Background: an optimization exercise with open tools, aiming at small area, a short achievable clock period and few clock cycles per item. Do not read the settings as production practice. Function was checked by simulation only, so behaviour that the tests miss may differ from the original.

==> flow/design.v, too long to show whole: its modules and the start of the top module <==
// module rtpmix_slot: 4058 lines
// module rtpmix_fa: 10 lines
module rtpmix_slot (
    input  wire         clk,
    input  wire         rst,           
    input  wire         in_valid,
    output wire         in_ready,
    input  wire [7:0]   in_mask,       
    input  wire [127:0] in_samples,    
    output wire         out_valid,
    input  wire         out_ready,
    output wire         out_present,
    output wire [15:0]  out_data
);
  // ...
==> flow/flow/run.sh <==
#!/bin/bash
# The standard layout, with plain buffers (instead of the automatically
# chosen delay buffer) on the input and output ports.
set -euo pipefail
bash standard.sh "BUFFER_PORTS_ARGS=-buffer_cell sky130_fd_sc_hd__buf_2" finish > standard_flow.log 2>&1
==> flow/standard.sh <==
#!/bin/bash
# synth_recipe.tcl (not shown) runs the flow's synth.tcl, then flattens the netlist and writes it again
# the make line also repeats each setting of config.mk as NAME=value (left out here)
make -C /OpenROAD-flow-scripts/flow DESIGN_CONFIG=/design/flow/config.mk WORK_HOME=/design/flow/orfs CLKGATE_MAP_FILE= SYNTH_SCRIPT=/design/flow/synth_recipe.tcl "${@:-finish}"
==> flow/config.mk <==
export PLATFORM = sky130hd
export DESIGN_NAME = rtpmix_slot
export DESIGN_NICKNAME = rtpmix_slot
export VERILOG_FILES = /design/flow/design.v
export SDC_FILE = /design/flow/constraint.sdc
export NUM_CORES = 4
export LEC_CHECK = 0
export ABC_AREA = 1
export CAP_MARGIN = 20
export CORE_MARGIN = 2
export CORE_UTILIZATION = 65
export PLACE_DENSITY = 0.75
export SLEW_MARGIN = 20
export SYNTH_HIERARCHICAL = 1
export SYNTH_MINIMUM_KEEP_SIZE = 0
==> flow/constraint.sdc <==
create_clock -name core_clock -period 400.0 [get_ports {clk}]
set_input_delay 80.0000 -clock core_clock [delete_from_list [all_inputs] [get_ports {clk}]]
set_output_delay 80.0000 -clock core_clock [all_outputs]
set_load 0.01 [all_outputs]
==> impl_metrics.toml, run 1 <==
[global_routing]
busiest_layer = "met2"
grtUsageMet2_pct = 56.1
antenna_found_initial = 2
grt_pass1_wl_mm = 240

[yosys]
synth_nets = 7189
yosysTopAreaCellShare_pct = 36.6
ys_ff_latch = 279
synth_top_family_by_area = "adder cells"
async_reset_ff_share_pct = 0
syn_inst = 5716
synthAdderAreaFrac_pct = 44.4
synth_compound_area_share_pct = 13.2

[routing]
antenna_left = 0
vias = 43023
highest_layer = "met5"
wl_met1_mm = 56.7
postRouteWirelength_mm = 149

[place]
routabilityCongestion = 0.949
portBuffers = 158
dp.cells = 6706

[outcome]
run_status = "finished clean"

[layout]
multi_input_area_sq_mm = 0.0441
largestClassByArea = "multi-input combinational cells"
reg.largest.list = "rs: 128 flops, ms: 48 flops"
area_growth_pct = 4.08
clockNetworkAreaShare_pct = 1.86
multi_input_area_share_pct = 77.9
fin_cells = 6765
fin_nets = 7133

[sta]
fin_crit_sh_pct = 20.5
slew_violations = 0

[clock_network]
postCtsSetupRepairBufs = 0
path_clk_slew_ns = 0.06
clockRootBuffer = "clkbuf_16"
clock_latency_ns = 0.64

[floorplanning]
chipWidth_um = 293

[critical_path]
critPathKind = "primary input to register"
ff2ff_path_depth = 215
critPathTopFamily = "buffers and inverters"
Testbench counts, summed over its fixed seeds: cycles 32,024, items 32,000.
==> run 2, diff against run 1 <==
--- a/flow/design.v
+++ b/flow/design.v
@@ -4003,64 +4003,95 @@
     assign m7_r[13] = s3655 ^ n3673;
     wire n3674 = n3673 & s3655;
     assign m7_r[14] = s3657 ^ n3674;
     wire n3675 = n3674 & s3657;
     assign m7_r[15] = s3659 ^ n3675;
     wire [15:0] acc2 = m7_r;
     wire [16:0] w = {mp, acc2};
     reg v1, v2;                        
-    reg f0, f1, f2, f3;                
+    reg ov;                            
+    reg c1, c2, c3;                    
+    reg [2:0] rp, wp;                  
     reg t1, t2, t3;                    
     reg ir;                            
-    reg [16:0] e0, e1, e2, e3;         
+    reg [16:0] o, s0, s1, s2;
     wire acc  = in_valid && ir;
     wire push = v2;
+    wire sw   = push && ov;            
     assign in_ready    = ir;
-    assign out_valid   = f0;
-    assign out_present = e0[16];
-    assign out_data    = e0[15:0];
-    wire [16:0] e0_n = (push && !f0) ? w : e0;
-    wire [16:0] e1_n = (push && f0 && !f1) ? w : e1;
-    wire [16:0] e2_n = (push && f1 && !f2) ? w : e2;
-    wire [16:0] e3_n = (push && f2 && !f3) ? w : e3;
-    wire [16:0] e0_p = !f0 ? e0_n : (push && !f1) ? w : e1;
-    wire [16:0] e1_p = !f0 ? e1_n : (push && f1 && !f2) ? w : e2;
-    wire [16:0] e2_p = !f0 ? e2_n : (push && f2 && !f3) ? w : e3;
-    wire [16:0] e3_p = !f0 ? e3_n : (push && f3) ? w : e3;
-    wire [3:0] f_n = push ? {f2, f1, f0, 1'b1} : {f3, f2, f1, f0};
-    wire [3:0] f_p = !f0 ? f_n : push ? {f3, f2, f1, f0} : {1'b0, f3, f2, f1};
+    assign out_valid   = ov;
+    assign out_present = o[16];
+    assign out_data    = o[15:0];
+    wire [16:0] shead = ({17{rp[0]}} & s0) | ({17{rp[1]}} & s1) | ({17{rp[2]}} & s2);
+    wire [16:0] o_n  = ov ? o : w;
+    wire [16:0] o_p  = (ov && c1) ? shead : w;
+    wire        ov_n = ov || push;
+    wire        ov_p = ov ? (c1 || push) : push;
+    wire [2:0]  wp_a = {wp[1:0], wp[2]};
+    wire [2:0]  rp_a = {rp[1:0], rp[2]};
+    wire [2:0]  wp_n = sw ? wp_a : wp;
+    wire [2:0]  wp_p = (sw && (!ov || c1)) ? wp_a : wp;
+    wire [2:0]  rp_p = (ov && c1) ? rp_a : rp;
+    wire [2:0]  c_up = {c2, c1, 1'b1};
+    wire [2:0]  c_dn = {1'b0, c3, c2};
+    wire [2:0]  c_0  = {c3, c2, c1};
+    wire [2:0]  c_n  = sw ? c_up : c_0;
+    wire [2:0]  c_p  = !ov ? c_0 : !c1 ? c_0 : sw ? c_0 : c_dn;
     wire [3:0] t_up = {t3, t2, t1, 1'b1};        
     wire [3:0] t_dn = {1'b0, !ir, t3, t2};
     wire [3:0] t_0  = {!ir, t3, t2, t1};
-    wire [3:0] t_a  = out_ready && f0 ? t_0 : t_up;    
-    wire [3:0] t_b  = out_ready && f0 ? t_dn : t_0;    
-    wire [3:0] t_nx = acc ? t_a : t_b;
+    wire [3:0] t_n  = acc ? t_up : t_0;
+    wire [3:0] t_p  = !ov ? t_n : acc ? t_0 : t_dn;
+    wire [16:0] o_d;
+    wire        ov_d;
+    wire [2:0]  wp_d, rp_d, c_d;
+    wire [3:0]  t_d;
+    rtpmix_mux mo[16:0] (.s(out_ready), .a(o_p),  .b(o_n),  .y(o_d));
+    rtpmix_mux mov      (.s(out_ready), .a(ov_p), .b(ov_n), .y(ov_d));
+    rtpmix_mux mwp[2:0] (.s(out_ready), .a(wp_p), .b(wp_n), .y(wp_d));
+    rtpmix_mux mrp[2:0] (.s(out_ready), .a(rp_p), .b(rp),   .y(rp_d));
+    rtpmix_mux mc[2:0]  (.s(out_ready), .a(c_p),  .b(c_n),  .y(c_d));
+    rtpmix_mux mt[3:0]  (.s(out_ready), .a(t_p),  .b(t_n),  .y(t_d));
     always @(posedge clk) begin
-        e0 <= out_ready ? e0_p : e0_n;
-        e1 <= out_ready ? e1_p : e1_n;
-        e2 <= out_ready ? e2_p : e2_n;
-        e3 <= out_ready ? e3_p : e3_n;
+        o <= o_d;
+        if (sw && wp[0]) s0 <= w;
+        if (sw && wp[1]) s1 <= w;
+        if (sw && wp[2]) s2 <= w;
     end
     always @(posedge clk) begin
         if (rst) begin
             v1 <= 1'b0;
             v2 <= 1'b0;
-            {f3, f2, f1, f0} <= 4'b0000;
+            ov <= 1'b0;
+            {c3, c2, c1} <= 3'b000;
+            rp <= 3'b001;
+            wp <= 3'b001;
             {t3, t2, t1} <= 3'b000;
             ir <= 1'b1;
         end else begin
             v1 <= acc;
             v2 <= v1;
-            {f3, f2, f1, f0} <= out_ready ? f_p : f_n;
-            {t3, t2, t1} <= t_nx[2:0];
-            ir <= !t_nx[3];
+            ov <= ov_d;
+            {c3, c2, c1} <= c_d;
+            rp <= rp_d;
+            wp <= wp_d;
+            {t3, t2, t1} <= t_d[2:0];
+            ir <= !t_d[3];
         end
     end
 endmodule
+module rtpmix_mux (
+    input  wire s,
+    input  wire a,
+    input  wire b,
+    output wire y
+);
+    assign y = s ? a : b;
+endmodule
 module rtpmix_fa (
     input  wire x,
     input  wire y,
     input  wire z,
     output wire s,
     output wire c
 );
     assign s = x ^ y ^ z;
==> flow/run.sh (new file) <==
#!/bin/bash
# synth_recipe.tcl (not shown) runs the flow's synth.tcl, then flattens the netlist and writes it again
# the make line also repeats each setting of config.mk as NAME=value (left out here)
make -C /OpenROAD-flow-scripts/flow DESIGN_CONFIG=/design/flow/config.mk WORK_HOME=/design/flow/orfs CLKGATE_MAP_FILE= SYNTH_SCRIPT=/design/flow/synth_recipe.tcl finish
removed: flow/flow/run.sh
removed: flow/standard.sh
==> run 2 against run 1 <==
  * Critical path type is now register to output pin
  * Worst hold slack worse by 0.0017 ns
  * Clock skew up 0.0044 ns
  * Synthesized cell count down 0.28%
  * Critical endpoint is now out_data[9]
  * Setup slack better by 0.46 ns
  * Core utilization rose by 1.1 points
  * Register-to-register slack worse by 0.71 ns
  * Wire length grew 0.61%
  * Clock-buffer cell count is 8 higher
==> impl_metrics.toml, run 2 <==
[critical_path]
required_ns = 320.00
crit_slowest_cell = "clkdlybuf4s50_1"
worst-path-buf-inv = 1
crit_path_cell_trace = "clkdlybuf4s50_1"
crit_path_start_kind = "register"
cp_data_arrival_time_ns = 1.51
end_kind = "output pin"
critical_path.max_stage_delay_ns = 0.55
r2r_start = "rm[0]"
crit_fanout = 2
critPathKind = "register to output pin"
crit_start = "o[9]"
critPathTopFamily = "buffers and inverters"

[layout]
regMostFlops = "rs"
area_growth_pct = 5.78
drive_gt1_share_pct = 4.21
final_common_cell = "xor2_1"
reg.largest.list = "rs: 128 flops, ms: 48 flops"
n_antenna_cell = 0
final_util_pct = 69.1
largest_reg_flops = 128
final_cell_mix = "xor2_1, fa_1, o22ai_1"
fin_nets = 7114

[yosys]
yosysTopAreaCellShare_pct = 36.6
synth.area.top_cells = "fa_1, xor2_1, o22ai_1"
synthFlopType = "dfxtp_1"
synth_cell_type_count = 32
async_reset_ff_share_pct = 0
synth_nets = 7172
avgSynthCellArea_sq_um = 9.54
synth_common_cells = "xor2_1, fa_1, o22ai_1"
ys_ff_latch = 285
synth_warnings = 7
yosysMostFrequentCell = "xor2_1"
synth_edf_count = 51
yosysTopAreaCell = "fa_1"
seq_area_frac_synth_pct = 11.4
syn_inst = 5700
synth_area_sq_mm = 0.0544

[clock_network]
clock-sinks = 285
cts_tree = "built"
clock_latency_ns = 0.62
postCtsSetupRepairBufs = 0
cts_hold_buf = 0
clockBufferDepth = 3
path_clk_slew_ns = 0.07
cts_resized = 0
cts_max_level = 2
cts-buffers-inserted = 37
clockRootBuffer = "clkbuf_16"

[sta]
rsz0062_at_grt = "no"
worstMarginPinSlew_ns = 1.07
setup_violations = 0
relSlewSlack_pct = 28.5
finClkSkew_ns = 0.0234
fin_crit_sh_pct = 20.4
max_freq_mhz = 12.3
finalWorstSetupSlack_ns = 318.49
fin_setup_tns_ns = 0
hold_viol = 0
slew_violations = 0
post-route-min-period_ns = 81.51

[floorplanning]
chipWidth_um = 293
coreArea_sq_mm = 0.0833
initial_core_util_pct = 65.3
pin_count = 159
rows = 106
die_area_sq_mm = 0.0860
die_h_um = 293

[outcome]
run_status = "finished clean"

[min_path]
min_from = "rs[123]"
hp-class = "register to register"

[flow_run]
drv_cap = 0

[routing]
drc = 0
vias = 42453
viasPerCell = 6.29
antenna_left = 0
postRouteWirelength_mm = 150
wl_per_cell_um = 22.3
first_pass_iters = 6
drt_iter0_markers = 5064

[global_routing]
grt_max_degree = 63
grt_pass1_vias = 44086
overflow = 0
grt_usage_pct = 35.6
antenna_found_initial = 0
grt_pass1_wl_mm = 241

[place]
routabilityCongestion = 0.972
dp_hpwl_mm = 112
pre_cts_slack_ns = 318.59
portBuffers = 158
==> run 2: changes by cell type in the layout (fill, tap and decap cells not counted), sizes merged, moves of 19 or more <==
cell	change
buf	-178
clkdlybuf4s50	+157
nand2	+58
o21ai	-47
edfxtp	+34
inv	+34
dfxtp	-28
nor2	-19
==> run 2: cell type report <==
class	instances	area (sq um)
tap	1080	1350
multi-input combinational	4303	43600
sequential	285	6220
fill	6528	25700
clock inverter	23	294
inverter	780	2930
clock buffer	45	997
timing repair buffer	235	2150
==> run 2: cells by family (layout without fill, tap and decap cells) <==
family,after synthesis,after routing,share of synthesized area (%)
simple gates,782,782,5.55
fa+ha+maj,1332,1332,44.3
compound gates,1088,1088,12.4
flops,285,285,11.4
buf+inv,1112,1083,8.43
xor+xnor,1101,1101,17.8
==> run 2: through the flow <==
step	hold slack (ns)	cells	area (sq um)
6_report	0.401	6751	57500
5_1_grt	0.425	6751	57500
4_1_cts	0.404	6751	57500
3_5_place_dp	0.395	6683	56300
3_3_place_gp	0.393	6683	56300
2_1_floorplan	0.386	5700	54400
==> run 2: Yosys stat by module, one instance, submodules excluded <==
| module | cells inside | copies in the design | cell area, sq um |
|---|---|---|---|
| rtpmix_mux | 4 | 31 | 15.0 |
| rtpmix_slot | 4582 | 1 | 34000 |
| rtpmix_fa | 1 | 994 | 20.0 |
==> run 2: final timing paths <==
path | endpoint | slack (ns) | cells past startpoint
setup / recovery | out_data[9] | 318.49 | 1
hold reg to reg | ms[43] | 0.40 | 2
setup reg to reg | ma[15] | 333.36 | 215
hold / removal | ms[43] | 0.40 | 2
==> run 2: routing by layer <==
metal / vias to the layer above / part of all wire, % / routed length [um] / GRT usage, %
met3: 543 / 10 / 15500 / 7.88
met1: 20895 / 38 / 57200 / 47.1
met2: 2533 / 46 / 69600 / 56.2
li1: 18482 / - / - / -
met4: 0 / 5.4 / 8040 / 16.6
met5: - / 0 / 0 / 0
Testbench counts of run 2, summed over its fixed seeds: cycles 32,024, items 32,000.
==> run 3, diff against run 2 <==
==> flow/flow/run.sh (new file) <==
#!/bin/bash
# The standard layout, with plain buffers (instead of the automatically
# chosen delay buffer) on the input and output ports.
set -euo pipefail
bash standard.sh "BUFFER_PORTS_ARGS=-buffer_cell sky130_fd_sc_hd__buf_2" finish > standard_flow.log 2>&1
==> flow/standard.sh (new file) <==
#!/bin/bash
# synth_recipe.tcl (not shown) runs the flow's synth.tcl, then flattens the netlist and writes it again
# the make line also repeats each setting of config.mk as NAME=value (left out here)
make -C /OpenROAD-flow-scripts/flow DESIGN_CONFIG=/design/flow/config.mk WORK_HOME=/design/flow/orfs CLKGATE_MAP_FILE= SYNTH_SCRIPT=/design/flow/synth_recipe.tcl "${@:-finish}"
removed: flow/run.sh
==> run 3 against run 2 <==
  * Worst hold slack better by 0.0035 ns
  * Largest cell class unchanged
  * Highest routed layer unchanged
==> impl_metrics.toml, run 3 <==
[min_path]
hold_end = "v2"
min_from = "v1"
hold_depth = 2
hp-class = "register to register"

[clock_network]
cts_hold_buf = 0
clockBufferDepth = 3
cts_tree = "built"
cts_resized = 0
clockRootBuffer = "clkbuf_16"
cts_max_level = 2
path_clk_slew_ns = 0.06
clock_latency_ns = 0.61
postCtsSetupRepairBufs = 0
cts-buffers-inserted = 34
clock-sinks = 285

[yosys]
syn_inst = 5700
avgSynthCellArea_sq_um = 9.54
synth_cell_type_count = 32
synthFlopType = "dfxtp_1"
synth_edf_count = 51
ys_ff_latch = 285
synth_warnings = 7
async_reset_ff_share_pct = 0
yosysMostFrequentCell = "xor2_1"
seq_area_frac_synth_pct = 11.4
synth_area_sq_mm = 0.0544
yosysTopAreaCellShare_pct = 36.6
synth_nets = 7172
yosysTopAreaCell = "fa_1"
synth_common_cells = "xor2_1, fa_1, o22ai_1"
synth.area.top_cells = "fa_1, xor2_1, o22ai_1"

[global_routing]
grt_max_degree = 63
busiest_layer = "met2"
grtUsageMet1_pct = 47.7
overflow = 0
grt_usage_pct = 35.5
grt_pass1_wl_mm = 241
grtUsageMet2_pct = 55.6
antenna_found_initial = 0
grt_pass1_vias = 44079
use_met3_pct = 6.78

[routing]
postRouteWirelength_mm = 150
drt_iter0_markers = 4942
vias = 42806
viasPerCell = 6.35
drc = 0
antenna_left = 0
wl_per_cell_um = 22.2
first_pass_iters = 6

[critical_path]
ff2ff_path_depth = 216
critPathKind = "register to output pin"
cp_num_cells = 1
cp_data_arrival_time_ns = 1.09
crit_fanout = 2
end_kind = "output pin"
critPathTopFamily = "flip-flops"
reg2reg_slack_ns = 333.74
critical_path.max_stage_delay_ns = 0.35
crit_slowest_cell = "dfxtp_1"
worst-path-buf-inv = 1
r2r_start = "rm[0]"
r2r-end = "ma[15]"
crit_path_start_kind = "register"
crit_path_cell_trace = "buf_2"
required_ns = 320.00

[layout]
regMostFlops = "rs"
drive_gt1_share_pct = 6.94
final_common_cell = "xor2_1"
fin_nets = 7114
largest_reg_flops = 128
area_growth_pct = 4.19
final_util_pct = 68.1
n_antenna_cell = 0
reg.largest.list = "rs: 128 flops, ms: 48 flops"
final_cell_mix = "xor2_1, fa_1, o22ai_1"

[place]
portBuffers = 158
routabilityCongestion = 0.985
dp_hpwl_mm = 112

[floorplanning]
die_area_sq_mm = 0.0860
chipWidth_um = 293
coreArea_sq_mm = 0.0833
pin_count = 159
initial_core_util_pct = 65.3
rows = 106
die_h_um = 293

[outcome]
run_status = "finished clean"

[sta]
hold_viol = 0
worstMarginPinSlew_ns = 1.18
slew_violations = 0
finClkSkew_ns = 0.0275
fin_setup_tns_ns = 0
setup_violations = 0
fin_crit_sh_pct = 20.3
post-route-min-period_ns = 81.09
rsz0062_at_grt = "no"
max_freq_mhz = 12.3
relSlewSlack_pct = 20.6

[flow_run]
drv_cap = 0
[run 3: changes by cell type in the layout (fill, tap and decap cells not counted), sizes merged]
cell           delta
clkdlybuf4s50   -157
clkinv            -6
buf             +160
inv               +1
clkbuf            -4
[run 3: cells by family after synthesis]
family / synth area share (%)
AND/OR/NAND/NOR: 5.55
AO/OA/AOI/OAI: 12.4
XOR/XNOR: 17.8
flip-flops: 11.4
buffers and inverters: 8.43
adder cells (fa/ha/maj): 44.3
[run 3: cell type report]
type	count	area, sq um
Sequential cell	285	6220
Fill cell	6653	26600
Tap cell	1080	1350
Timing Repair Buffer	238	1390
Multi-Input combinational cell	4303	43600
Inverter	780	2930
Clock buffer	41	943
Clock inverter	18	254
[run 3: modules after synthesis, one instance, submodules excluded]
module,cells,flip-flops and latches,area [sq um]
rtpmix_mux,4,0,15.0
rtpmix_fa,1,0,20.0
rtpmix_slot,4582,285,34000
[run 3: per-layer routing]
| layer | part of all wire [%] | up-vias | routed length [um] |
|---|---|---|---|
| li1 | - | 18480 | - |
| met1 | 38 | 21011 | 56900 |
| met2 | 46 | 2692 | 68500 |
| met3 | 11 | 623 | 15900 |
| met4 | 5.7 | 0 | 8530 |
| met5 | 0 | - | 0 |
[run 3: stage by stage]
step | hold WS (ns) | worst slack, ns | instances | instance area (sq um)
global route | 0.428 | 318.87 | 6745 | 56700
detailed placement | 0.398 | 318.62 | 6686 | 55500
finish | 0.404 | 318.91 | 6745 | 56700
global placement | 0.395 | 318.64 | 6686 | 55500
floorplan | 0.386 | 319.23 | 5700 | 54400
CTS | 0.408 | 318.88 | 6745 | 56700
[run 3: worst max path at each step]
stage	startpoint	to	slack (ns)
floorplan	in_valid	t2	319.23
global placement	out_ready	rp[0]	318.64
detailed placement	out_ready	wp[0]	318.62
CTS	o[9]	out_data[9]	318.88
global route	ir	in_ready	318.87
finish	o[9]	out_data[9]	318.91
==> run 4, diff against run 3 <==
--- a/flow/config.mk
+++ b/flow/config.mk
@@ -11,2 +11,4 @@
 export CORE_UTILIZATION = 65
+export CTS_BUF_LIST = sky130_fd_sc_hd__clkbuf_8
+export CTS_CLUSTER_SIZE = 40
 export PLACE_DENSITY = 0.75
==> run 4 against run 3 <==
  * Still clean
  * First-iteration DRC count grew 0.81%
  * Final area shrank 0.21%
  * Critical path depth stayed put
  * Fmax decreased by 0.13%
  * Synthesized area unchanged
==> impl_metrics.toml, run 4 <==
[yosys]
synth_common_cells = "xor2_1, fa_1, o22ai_1"
synth_area_sq_mm = 0.0544
yosysMostFrequentCell = "xor2_1"
synth_edf_count = 51
synth.area.top_cells = "fa_1, xor2_1, o22ai_1"
async_reset_ff_share_pct = 0
seq_area_frac_synth_pct = 11.4
avgSynthCellArea_sq_um = 9.54
synthFlopType = "dfxtp_1"
synth_nets = 7172
synth_warnings = 7
yosysTopAreaCellShare_pct = 36.6
yosysTopAreaCell = "fa_1"
synth_cell_type_count = 32
syn_inst = 5700
ys_ff_latch = 285

[clock_network]
clockRootBuffer = "clkbuf_8"
cts_resized = 0
clockBufferDepth = 3
postCtsSetupRepairBufs = 0
cts_max_level = 2
clock-sinks = 285
cts-buffers-inserted = 48
path_clk_slew_ns = 0.06
cts_tree = "built"
clock_latency_ns = 0.75
cts_hold_buf = 0

[sta]
post-route-min-period_ns = 81.20
relSlewSlack_pct = 25.0
setup_violations = 0
fin_crit_sh_pct = 20.3
slew_violations = 0
finClkSkew_ns = 0.0440
rsz0062_at_grt = "no"
fin_setup_tns_ns = 0
max_freq_mhz = 12.3
worstMarginPinSlew_ns = 1.12
hold_viol = 0

[layout]
regMostFlops = "rs"
final_common_cell = "xor2_1"
fillers = 6670
multi_input_area_sq_mm = 0.0436
seq_area_sq_mm = 0.00622
final_util_pct = 67.9
final_cell_mix = "xor2_1, fa_1, o22ai_1"
reg.largest.list = "rs: 128 flops, ms: 48 flops"
drive_gt1_share_pct = 7.22
largest_reg_flops = 128
fin_nets = 7128
area_growth_pct = 3.97

[routing]
vias = 42837
first_pass_iters = 6
wl_per_cell_um = 22.2
antenna_left = 0
postRouteWirelength_mm = 150
drt_iter0_markers = 4982
viasPerCell = 6.32
drc = 0

[global_routing]
grtUsageMet1_pct = 47.5
overflow = 0
grt_pass1_vias = 44114
grt_pass1_wl_mm = 241
grtUsageMet2_pct = 55.7
use_met3_pct = 7.06
grt_max_degree = 63
grt_usage_pct = 35.5
antenna_found_initial = 2
busiest_layer = "met2"

[critical_path]
reg2reg_slack_ns = 333.68
crit_path_start_kind = "register"
worst-path-buf-inv = 1
r2r-end = "ma[15]"
ff2ff_path_depth = 216
critPathKind = "register to output pin"
critPathTopFamily = "flip-flops"
crit_slowest_cell = "dfxtp_1"
crit_path_cell_trace = "buf_2"
cp_data_arrival_time_ns = 1.20
crit_fanout = 2
critical_path.max_stage_delay_ns = 0.35
r2r_start = "rm[0]"
end_kind = "output pin"
required_ns = 320.00

[floorplanning]
chipWidth_um = 293
pin_count = 159
die_area_sq_mm = 0.0860
die_h_um = 293
coreArea_sq_mm = 0.0833
rows = 106
initial_core_util_pct = 65.3

[flow_run]
drv_cap = 0

[place]
routabilityCongestion = 0.985
portBuffers = 158
dp_hpwl_mm = 112

[min_path]
hold_end = "ms[11]"
hp-class = "register to register"
hold_depth = 2
min_from = "rs[91]"

[outcome]
run_status = "finished clean"
## run 4: final cells by class
class | instances | area share (%)
multi-input combinational | 4303 | 77.1
sequential | 285 | 11.0
inverter | 780 | 5.18
timing repair buffer | 238 | 2.46
tap | 1080 | 2.39
clock buffer | 59 | 1.44
clock inverter | 29 | 0.449
antenna | 2 | 0.00885
## run 4: stage by stage
| stage | cell area (sq um) | hold WS, ns | setup WS (ns) | cells |
|---|---|---|---|---|
| floorplan | 54400 | 0.386 | 319.23 | 5700 |
| global placement | 55500 | 0.395 | 318.64 | 6686 |
| detailed placement | 55500 | 0.398 | 318.62 | 6686 |
| CTS | 56600 | 0.383 | 318.73 | 6774 |
| global route | 56600 | 0.410 | 318.74 | 6775 |
| finish | 56600 | 0.393 | 318.80 | 6776 |
## run 4: Yosys stat by module, one instance, submodules excluded
module / cell area [sq um] / times used
rtpmix_slot: 34000 / 1
rtpmix_mux: 15.0 / 31
rtpmix_fa: 20.0 / 994
## run 4: worst max path at each step
stage	start	endpoint	slack, ns	depth (start not counted)
3_5_place_dp	out_ready	wp[0]	318.62	5
2_1_floorplan	in_valid	t2	319.23	9
6_report	o[9]	out_data[9]	318.80	1
3_3_place_gp	out_ready	rp[0]	318.64	5
4_1_cts	o[9]	out_data[9]	318.73	1
5_1_grt	ir	in_ready	318.74	1
## run 4: logic make-up after synthesis
logic type,after synthesis,synth area share [%]
buffers and inverters,1112,8.43
DFF,285,11.4
xor gates and xnor gates,1101,17.8
and+or+nand+nor,782,5.55
AOI/OAI and AO/OA,1088,12.4
adders and majority gates,1332,44.3
## run 4: layer usage
layer | up-vias | part of all wire, %
met3 | 580 | 11
met1 | 21024 | 38
met2 | 2718 | 46
met4 | 0 | 5.4
li1 | 18515 | -
met5 | - | 0

==> port drivers added, routing unchanged <==
The flow's constraints put no driver on any port. The routed layouts listed below were extracted and timed again, unchanged, in two steps. Step 1, drivers: a clkbuf_16 drives clk and a buf_2 each remaining input, both assumed. Step 2 adds t to the input delays and takes it off the output delays; t is the mean of the earliest and latest rising clock arrival at the registers after step 1. Input paths then give back, and output paths get back, about the clock's delay inside the block. Three values: ideal, step 1, step 2; two values: the first two.
| run | t (ns) | setup WS [ns] | worst setup path at the end | latest minus earliest clock arrival (ns) | worst data-port slew with drivers (ns) |
|---|---|---|---|---|---|
| run 1 | 0.706 | 318.023 / 318.072 / 317.367 | input to register | 0.021 / 0.021 | 0.04 |
| run 2 | 0.682 | 318.488 / 318.417 / 318.554 | input to register | 0.025 / 0.024 | 0.04 |
| run 3 | 0.665 | 318.909 / 318.839 / 318.606 | input to register | 0.033 / 0.034 | 0.04 |
| run 4 | 0.794 | 318.803 / 318.730 / 318.584 | input to register | 0.062 / 0.061 | 0.04 |
After both steps every run listed still meets setup and hold. For run 1, which loses most, drivers alone change the setup slack by +0.049 ns; drivers and shift together by -0.656 ns.
